This is an optimization exercise on Yosys and OpenROAD, whose aim is small area, a short achievable clock period and few clock cycles, not a production implementation. For this run, only the layout was checked, not whether the RTL still works.

**flow/constraint.sdc**
```tcl
create_clock -name core_clock -period 33.0 [get_ports {clk}]
set_input_delay 6.6000 -clock core_clock [delete_from_list [all_inputs] [get_ports {clk}]]
set_output_delay 6.6000 -clock core_clock [all_outputs]
set_load 0.01 [all_outputs]
```
**flow/config.mk**
```make
export PLATFORM = sky130hd
export DESIGN_NAME = hash_engine
export DESIGN_NICKNAME = hash_engine
export VERILOG_FILES = /design/flow/design.v
export SDC_FILE = /design/flow/constraint.sdc
export NUM_CORES = 4
export LEC_CHECK = 0
export CAP_MARGIN = 20
export CORE_MARGIN = 2
export CORE_UTILIZATION = 40
export SLEW_MARGIN = 20
```
**flow/design.v**
```verilog
module hash_mix (
    input  wire [1:0]  rnd,
    input  wire [31:0] a_in,
    input  wire [31:0] b_in,
    input  wire [31:0] c_in,
    output wire [31:0] a_out,
    output wire [31:0] b_out,
    output wire [31:0] c_out
);
    reg [31:0] c_sh, a_sh, b_sh;
    wire [31:0] a1, b1, c1;
    always @(*) begin
        case (rnd)
            2'd1:    c_sh = c_in >> 12;
            2'd2:    c_sh = c_in >> 3;
            default: c_sh = c_in >> 13;
        endcase
    end
    assign a1 = (a_in - b_in - c_in) ^ c_sh;
    always @(*) begin
        case (rnd)
            2'd1:    a_sh = a1 >> 16;
            2'd2:    a_sh = a1 >> 10;
            default: a_sh = a1 >> 8;
        endcase
    end
    assign b1 = (b_in - c_in - a1) ^ a_sh;
    always @(*) begin
        case (rnd)
            2'd1:    b_sh = b1 >> 5;
            2'd2:    b_sh = b1 >> 15;
            default: b_sh = b1 >> 13;
        endcase
    end
    assign c1 = (c_in - a1 - b1) ^ b_sh;
    assign a_out = a1;
    assign b_out = b1;
    assign c_out = c1;
endmodule
module hash_engine (
    input  wire        clk,
    input  wire        rst,      
    input  wire        req,      
    input  wire        we,       
    input  wire [3:0]  addr,     
    input  wire [31:0] wdata,
    output wire        ready,    
    output reg  [31:0] rdata     
);
    localparam [31:0] ID_VALUE = 32'h4F414154;
    localparam [31:0] GOLDEN   = 32'h9E3779B9;
    localparam [3:0] REG_ID     = 4'd0;
    localparam [3:0] REG_CMD    = 4'd1;
    localparam [3:0] REG_STATUS = 4'd2;
    localparam [3:0] REG_SEED   = 4'd3;
    localparam [3:0] REG_RESULT = 4'd4;
    localparam [3:0] REG_LEN    = 4'd5;
    localparam [3:0] REG_ACC    = 4'd6;
    localparam [3:0] REG_A      = 4'd7;
    localparam [3:0] REG_B      = 4'd8;
    localparam [3:0] REG_C      = 4'd9;
    localparam [1:0] MODE_IDLE = 2'd0;
    localparam [1:0] MODE_OAAT = 2'd1;
    localparam [1:0] MODE_L2   = 2'd2;
    localparam [3:0] E_ILLEGAL_CMD  = 4'd1;
    localparam [3:0] E_BAD_SEQUENCE = 4'd2;
    localparam [3:0] E_REG_LOCKED   = 4'd3;
    reg [31:0] acc_q, a_q, b_q, c_q, len_q, seed_q, result_q;
    reg [7:0]  buf_q [0:10];
    reg [3:0]  bufcnt_q;
    reg [1:0]  mode_q;
    reg        done_q, err_q;
    reg [3:0]  errcode_q;
    reg        busy_q;       
    reg [1:0]  rnd_q;        
    reg        fin_q;        
    wire rd_hazard = (addr == REG_RESULT) || (addr == REG_A) ||
                     (addr == REG_B) || (addr == REG_C);
    wire wr_ok_busy = (addr == REG_CMD) && (wdata[31:24] == 8'h12);
    assign ready = !busy_q || (we ? wr_ok_busy : !rd_hazard);
    wire wr_access = req && we && ready;
    wire [7:0] opc  = wdata[31:24];
    wire [7:0] byte_in = wdata[7:0];
    wire       low24_zero = (wdata[23:0] == 24'd0);
    wire       low24_b_ok = (wdata[23:8] == 16'd0);
    wire       low24_s_ok = (wdata[23:1] == 23'd0);
    wire is_nop         = (opc == 8'h00) && low24_zero;
    wire is_oaat_start  = (opc == 8'h01) && low24_zero;
    wire is_oaat_byte   = (opc == 8'h02) && low24_b_ok;
    wire is_oaat_finish = (opc == 8'h03) && low24_zero;
    wire is_l2_start    = (opc == 8'h11) && low24_s_ok;
    wire is_l2_byte     = (opc == 8'h12) && low24_b_ok;
    wire is_l2_finish   = (opc == 8'h13) && low24_zero;
    wire is_mix         = (opc == 8'h20) && low24_zero;
    wire is_clr_err     = (opc == 8'h30) && low24_zero;
    wire is_legal = is_nop | is_oaat_start | is_oaat_byte | is_oaat_finish |
                    is_l2_start | is_l2_byte | is_l2_finish | is_mix | is_clr_err;
    wire [31:0] oaat_s1 = acc_q + {{24{byte_in[7]}}, byte_in};
    wire [31:0] oaat_s2 = oaat_s1 + (oaat_s1 << 10);
    wire [31:0] oaat_step = oaat_s2 ^ $unsigned($signed(oaat_s2) >>> 6);
    wire [31:0] oaat_f1 = acc_q + (acc_q << 3);
    wire [31:0] oaat_f2 = oaat_f1 ^ $unsigned($signed(oaat_f1) >>> 11);
    wire [31:0] oaat_final = oaat_f2 + (oaat_f2 << 15);
    wire [31:0] tail_a = {(bufcnt_q >= 4'd4)  ? buf_q[3]  : 8'h00,
                          (bufcnt_q >= 4'd3)  ? buf_q[2]  : 8'h00,
                          (bufcnt_q >= 4'd2)  ? buf_q[1]  : 8'h00,
                          (bufcnt_q >= 4'd1)  ? buf_q[0]  : 8'h00};
    wire [31:0] tail_b = {(bufcnt_q >= 4'd8)  ? buf_q[7]  : 8'h00,
                          (bufcnt_q >= 4'd7)  ? buf_q[6]  : 8'h00,
                          (bufcnt_q >= 4'd6)  ? buf_q[5]  : 8'h00,
                          (bufcnt_q >= 4'd5)  ? buf_q[4]  : 8'h00};
    wire [31:0] tail_c = {(bufcnt_q >= 4'd11) ? buf_q[10] : 8'h00,
                          (bufcnt_q >= 4'd10) ? buf_q[9]  : 8'h00,
                          (bufcnt_q >= 4'd9)  ? buf_q[8]  : 8'h00,
                          8'h00};
    wire [31:0] fold_a = a_q + tail_a;
    wire [31:0] fold_b = b_q + tail_b;
    wire [31:0] fin_c  = c_q + len_q + tail_c;
    wire [31:0] blk_c  = c_q + {byte_in, buf_q[10], buf_q[9], buf_q[8]};
    wire        use_fold = !busy_q && (mode_q == MODE_L2);
    wire [31:0] mix_a = use_fold ? fold_a : a_q;
    wire [31:0] mix_b = use_fold ? fold_b : b_q;
    wire [31:0] mix_c = use_fold ? fin_c  : c_q;
    wire [31:0] mixed_a, mixed_b, mixed_c;
    hash_mix u_mix (
        .rnd  (rnd_q),
        .a_in (mix_a),   .b_in (mix_b),   .c_in (mix_c),
        .a_out(mixed_a), .b_out(mixed_b), .c_out(mixed_c)
    );
    always @(posedge clk) begin
        if (rst) begin
            acc_q     <= 32'd0;
            a_q       <= 32'd0;
            b_q       <= 32'd0;
            c_q       <= 32'd0;
            len_q     <= 32'd0;
            seed_q    <= 32'd0;
            result_q  <= 32'd0;
            bufcnt_q  <= 4'd0;
            mode_q    <= MODE_IDLE;
            done_q    <= 1'b0;
            err_q     <= 1'b0;
            errcode_q <= 4'd0;
            busy_q    <= 1'b0;
            rnd_q     <= 2'd0;
            fin_q     <= 1'b0;
        end else begin
            if (busy_q) begin
                a_q <= mixed_a;
                b_q <= mixed_b;
                c_q <= mixed_c;
                if (rnd_q == 2'd2) begin
                    busy_q <= 1'b0;
                    rnd_q  <= 2'd0;
                    fin_q  <= 1'b0;
                    if (fin_q) result_q <= mixed_c;
                end else begin
                    rnd_q <= rnd_q + 2'd1;
                end
            end
            if (wr_access) begin
                case (addr)
                    REG_SEED: seed_q <= wdata;
                    REG_A, REG_B, REG_C: begin
                        if (mode_q == MODE_IDLE) begin
                            if (addr == REG_A) a_q <= wdata;
                            if (addr == REG_B) b_q <= wdata;
                            if (addr == REG_C) c_q <= wdata;
                        end else if (!err_q) begin
                            err_q     <= 1'b1;
                            errcode_q <= E_REG_LOCKED;
                        end
                    end
                    REG_CMD: begin
                        if (!is_legal) begin
                            if (!err_q) begin
                                err_q     <= 1'b1;
                                errcode_q <= E_ILLEGAL_CMD;
                            end
                        end else if (is_oaat_start) begin
                            acc_q    <= 32'd0;
                            len_q    <= 32'd0;
                            bufcnt_q <= 4'd0;
                            done_q   <= 1'b0;
                            mode_q   <= MODE_OAAT;
                        end else if (is_oaat_byte) begin
                            if (mode_q != MODE_OAAT) begin
                                if (!err_q) begin
                                    err_q     <= 1'b1;
                                    errcode_q <= E_BAD_SEQUENCE;
                                end
                            end else begin
                                acc_q <= oaat_step;
                                len_q <= len_q + 32'd1;
                            end
                        end else if (is_oaat_finish) begin
                            if (mode_q != MODE_OAAT) begin
                                if (!err_q) begin
                                    err_q     <= 1'b1;
                                    errcode_q <= E_BAD_SEQUENCE;
                                end
                            end else begin
                                acc_q    <= oaat_final;
                                result_q <= oaat_final;
                                mode_q   <= MODE_IDLE;
                                done_q   <= 1'b1;
                            end
                        end else if (is_l2_start) begin
                            a_q      <= GOLDEN;
                            b_q      <= GOLDEN;
                            c_q      <= wdata[0] ? seed_q : 32'd0;
                            bufcnt_q <= 4'd0;
                            len_q    <= 32'd0;
                            done_q   <= 1'b0;
                            mode_q   <= MODE_L2;
                        end else if (is_l2_byte) begin
                            if (mode_q != MODE_L2) begin
                                if (!err_q) begin
                                    err_q     <= 1'b1;
                                    errcode_q <= E_BAD_SEQUENCE;
                                end
                            end else begin
                                if (bufcnt_q != 4'd11) buf_q[bufcnt_q] <= byte_in;
                                len_q <= len_q + 32'd1;
                                if (bufcnt_q == 4'd11) begin
                                    a_q      <= fold_a;
                                    b_q      <= fold_b;
                                    c_q      <= blk_c;
                                    busy_q   <= 1'b1;
                                    rnd_q    <= 2'd0;
                                    fin_q    <= 1'b0;
                                    bufcnt_q <= 4'd0;
                                end else begin
                                    bufcnt_q <= bufcnt_q + 4'd1;
                                end
                            end
                        end else if (is_l2_finish) begin
                            if (mode_q != MODE_L2) begin
                                if (!err_q) begin
                                    err_q     <= 1'b1;
                                    errcode_q <= E_BAD_SEQUENCE;
                                end
                            end else begin
                                a_q      <= mixed_a;
                                b_q      <= mixed_b;
                                c_q      <= mixed_c;
                                busy_q   <= 1'b1;
                                rnd_q    <= 2'd1;
                                fin_q    <= 1'b1;
                                bufcnt_q <= 4'd0;
                                mode_q   <= MODE_IDLE;
                                done_q   <= 1'b1;
                            end
                        end else if (is_mix) begin
                            if (mode_q != MODE_IDLE) begin
                                if (!err_q) begin
                                    err_q     <= 1'b1;
                                    errcode_q <= E_BAD_SEQUENCE;
                                end
                            end else begin
                                a_q    <= mixed_a;
                                b_q    <= mixed_b;
                                c_q    <= mixed_c;
                                busy_q <= 1'b1;
                                rnd_q  <= 2'd1;
                                fin_q  <= 1'b0;
                            end
                        end else if (is_clr_err) begin
                            err_q     <= 1'b0;
                            errcode_q <= 4'd0;
                        end
                    end
                    default: ;  
                endcase
            end
        end
    end
    wire [31:0] status = {18'd0, 1'b0, 1'b0, bufcnt_q, errcode_q, err_q, done_q, mode_q};
    always @(*) begin
        case (addr)
            REG_ID:     rdata = ID_VALUE;
            REG_STATUS: rdata = status;
            REG_SEED:   rdata = seed_q;
            REG_RESULT: rdata = result_q;
            REG_LEN:    rdata = len_q;
            REG_ACC:    rdata = acc_q;
            REG_A:      rdata = a_q;
            REG_B:      rdata = b_q;
            REG_C:      rdata = c_q;
            default:    rdata = 32'd0;
        endcase
    end
endmodule
```
**flow/run.sh**
```bash
#!/bin/bash
# synth_recipe.tcl (not shown) runs the flow's synth.tcl, then flattens the netlist and writes it again
# the make line also repeats each setting of config.mk as NAME=value (left out here)
make -C /OpenROAD-flow-scripts/flow DESIGN_CONFIG=/design/flow/config.mk WORK_HOME=/design/flow/orfs CLKGATE_MAP_FILE= SYNTH_SCRIPT=/design/flow/synth_recipe.tcl finish
```
==> summary.txt <==
-- state kept, by name, summed over array words and instances (netlist names), 4 cells and up --
| register | cells |
|---|---|
| c_q | 32 |
| result_q | 32 |
| seed_q | 32 |
| a_q | 32 |
| errcode_q | 4 |
| bufcnt_q | 4 |
| acc_q | 32 |
| b_q | 32 |
| len_q | 32 |
| buf_q | 88 |
-- stage by stage --
stage	utilization	cell area [sq um]	worst slack, ns
floorplan	-	42820	18.28
CTS	0.4430	47220	16.70
global route	0.4433	47250	16.29
finish	0.4436	47290	16.61
global placement	0.4286	45690	16.69
detailed placement	0.4286	45690	16.71
-- area by class of cell --
cell class,instances,share of cell area
clock buffer,57,0.02561
clock inverter,25,0.006800
timing repair buffer,251,0.04347
tap,1403,0.03712
inverter,222,0.01762
antenna,13,0.0006880
sequential,328,0.1576
multi-input combinational,4876,0.7111
-- worst max-delay path by stage --
stage                      startpoint       end  slack [ns]  depth (start not counted)
after CTS                     addr[0]  rdata[6]       16.70                          7
after detailed placement      addr[0]  rdata[6]       16.71                          7
after global routing      bufcnt_q[0]   c_q[29]       16.29                         54
final                         addr[0]  rdata[6]       16.61                          7
after floorplan               addr[1]     ready       18.28                          7
after global placement        addr[0]  rdata[6]       16.69                          7
-- cells in the final DEF, fill, tap and decap left out, types with 172 or more instances in the layout --
cell type and count:
nand2_1 606, a21oi_1 584, nor2_1 490, o21ai_0 378
ha_1 360, xnor2_1 275, dfxtp_1 239, inv_1 220
buf_4 177, xor2_1 172
-- kinds of logic (layout without fill, tap and decap cells) --
logic type | Yosys count | after routing | synth area share
muxes | 86 | 86 | 0.02072
and+or+nand+nor | 1866 | 1866 | 0.2042
xor gates and xnor gates | 470 | 470 | 0.1021
other | 0 | 13 | 0
adders and majority gates | 453 | 453 | 0.1483
DFF | 328 | 328 | 0.1739
buffers and inverters | 506 | 555 | 0.04465
AOI/OAI and AO/OA | 2001 | 2001 | 0.3060
-- critical path, stage by stage --
cell and delay (ns):
clkdlybuf4s50_1 0.86, nor3_2 0.73, buf_4 0.46, a22o_1 0.21
a221oi_1 0.05, nand3_1 0.26, clkdlybuf4s50_1 0.59
-- metal layers --
metal | wire length [microns] | track usage
met2 | 96500 | 0.5974
met5 | 401 | 0.01348
met1 | 97790 | 0.5699
met4 | 20090 | 0.2868
met3 | 40380 | 0.2145
==> summary.txt <==
- Crit path launch type: primary input
- Synth area leader: dfxtp_1
- H-Tree Level Count: 2
- Via count: 48970
- Status: timing/DRC/antenna clean
- Post-layout nets: 6216
- Worst-Margin Slew: approximately 1.3 ns
- Hold-critical path depth: 1
- Highest Clock Rate: ~61 MHz
- Die W: 331.2 microns
- GRT overflow: 0
- Critical path arrival: 9.79 ns
- Multi-input gate area: 33630 sq um
- First-pass GRT wire length: 343900 microns
- Initial Utilization: 0.4016
- CTS Buffer Depth: 3
- Final setup violation count: 0
- Die Y: 331.2 microns
- Area of the die: 109700 sq um
- CP endpoint kind: primary output
- HP Start: errcode_q[3]
- Ports: 73
- DRT Pass-1 Iters: 12
- R2R Path Start: bufcnt_q[0]
- Final std cells w/o fill: 7175
- Area of the mapped netlist: about 43000 sq um
- Most frequent cell after synthesis: nand2_1
- Sequential cell area fraction in the yosys report: 0.1739
- Top_reg_cell synth: dfxtp_1
- Most frequent cells after synthesis: 607 x nand2_1, 585 x a21oi_1, 497 x nor2_1, 388 x o21ai_0, 362 x ha_1
- Synthesized flop and latch total: 328
- Placed Instances: 7077
- WP data required: 26.40 ns
- TritonCTS clock tree: yes
- Cells on worst reg2reg path: 54
- Post-synth EDFFs: 88
- Synth Instances: 5710
- Yosys cell types: 118
- Syn Area/Cell: 7.498 sq um
- Initial antenna violation count: 32
- Initial DRC Count: between 7000 and 8000
- Port Buf Inserts: 72
- Via density: 6.825
- Fraction of registers with async set/reset: 0
- FILL cells: around 11000
- Hold WC Path Type: register to register
- WL/cell: 35.56 microns
- CTS Buf Count: 44
- Slew headroom: 0.1081
- Total track usage: 0.4485
- Vias in the first global route: 42880
- Share of the synthesized area in the top cell type: 0.1122
- CP max FO: 27
- Clk sinks: 328
- Clock slew at reported path FFs: 0.06 ns
- Post-CTS sizing: 0
- Post-DP HPWL: roughly 200000 microns
- FF-to-FF End: c_q[18]
- Core area: 106600 sq um
- Remaining antenna violation count: 0
- Period minus WS final: between 15 and 20 ns
- Fin crit share: 0.4966
- Largest net degree at the start of global routing: between 60 and 70
- TNS Setup: 0 ns
- FP Rows: between 100 and 150
- Worst hold slack: 0.4882 ns
- Max Slew Vio Count: 0
- Final Hold Vio Count: 0
- Max-cap violations: 0
- RSZ-0062 raised after global routing: no
- Post-Route WL: 255200 microns
- Clock Tree Root: clkbuf_16
- Crit Path Class: primary input to primary output
- DRC: 0
- Largest cells by area after synthesis: dfxtp_1 11%, ha_1 11%, a21oi_1 6.8%, edfxtp_1 6.2%, xnor2_1 5.7%
- Post-CTS setup-driven buffer insertion count: 0
- GPL Wtd Cong: 1.094
- Net count after synthesis: 6203
- Synth-to-layout area growth: 10.44%
- Worst hold endpoint: errcode_q[3]
- FF+latch area: ~7500 sq um
- Worst Clk Skew: 0.04794 ns
- Hold Buf Count CTS: 0
- Yosys warnings: 2
- Share of cells above drive strength 1: 0.06755
- Clock latency on the worst-skew pair: 0.67 ns

==> port drivers added, routing unchanged <==
The results above use ideal ports. As a check the final layout listed here was re-extracted and re-timed, cells and wires unchanged.
Step 1: set_driving_cell puts a clkbuf_16 on clk and a buf_2 on each other input, an assumption about the parent block.
Step 2 also shifts input and output timing later by t, the mid clock arrival at the registers, as if the neighbouring blocks saw the same clock.
Three values: no drivers, after step 1, after step 2; two values: the first two.
t (ns): 0.710
setup WS [ns]: 16.611 / 16.587 / 16.587
worst hold slack (ns): 0.488 / 0.488 / 0.488
worst setup path at the end: input to output
worst register clock-pin slew, ns: 0.07 / 0.07
After both steps this run still meets setup and hold. For this run, drivers alone change the setup slack by -0.024 ns; drivers and shift together by -0.024 ns.
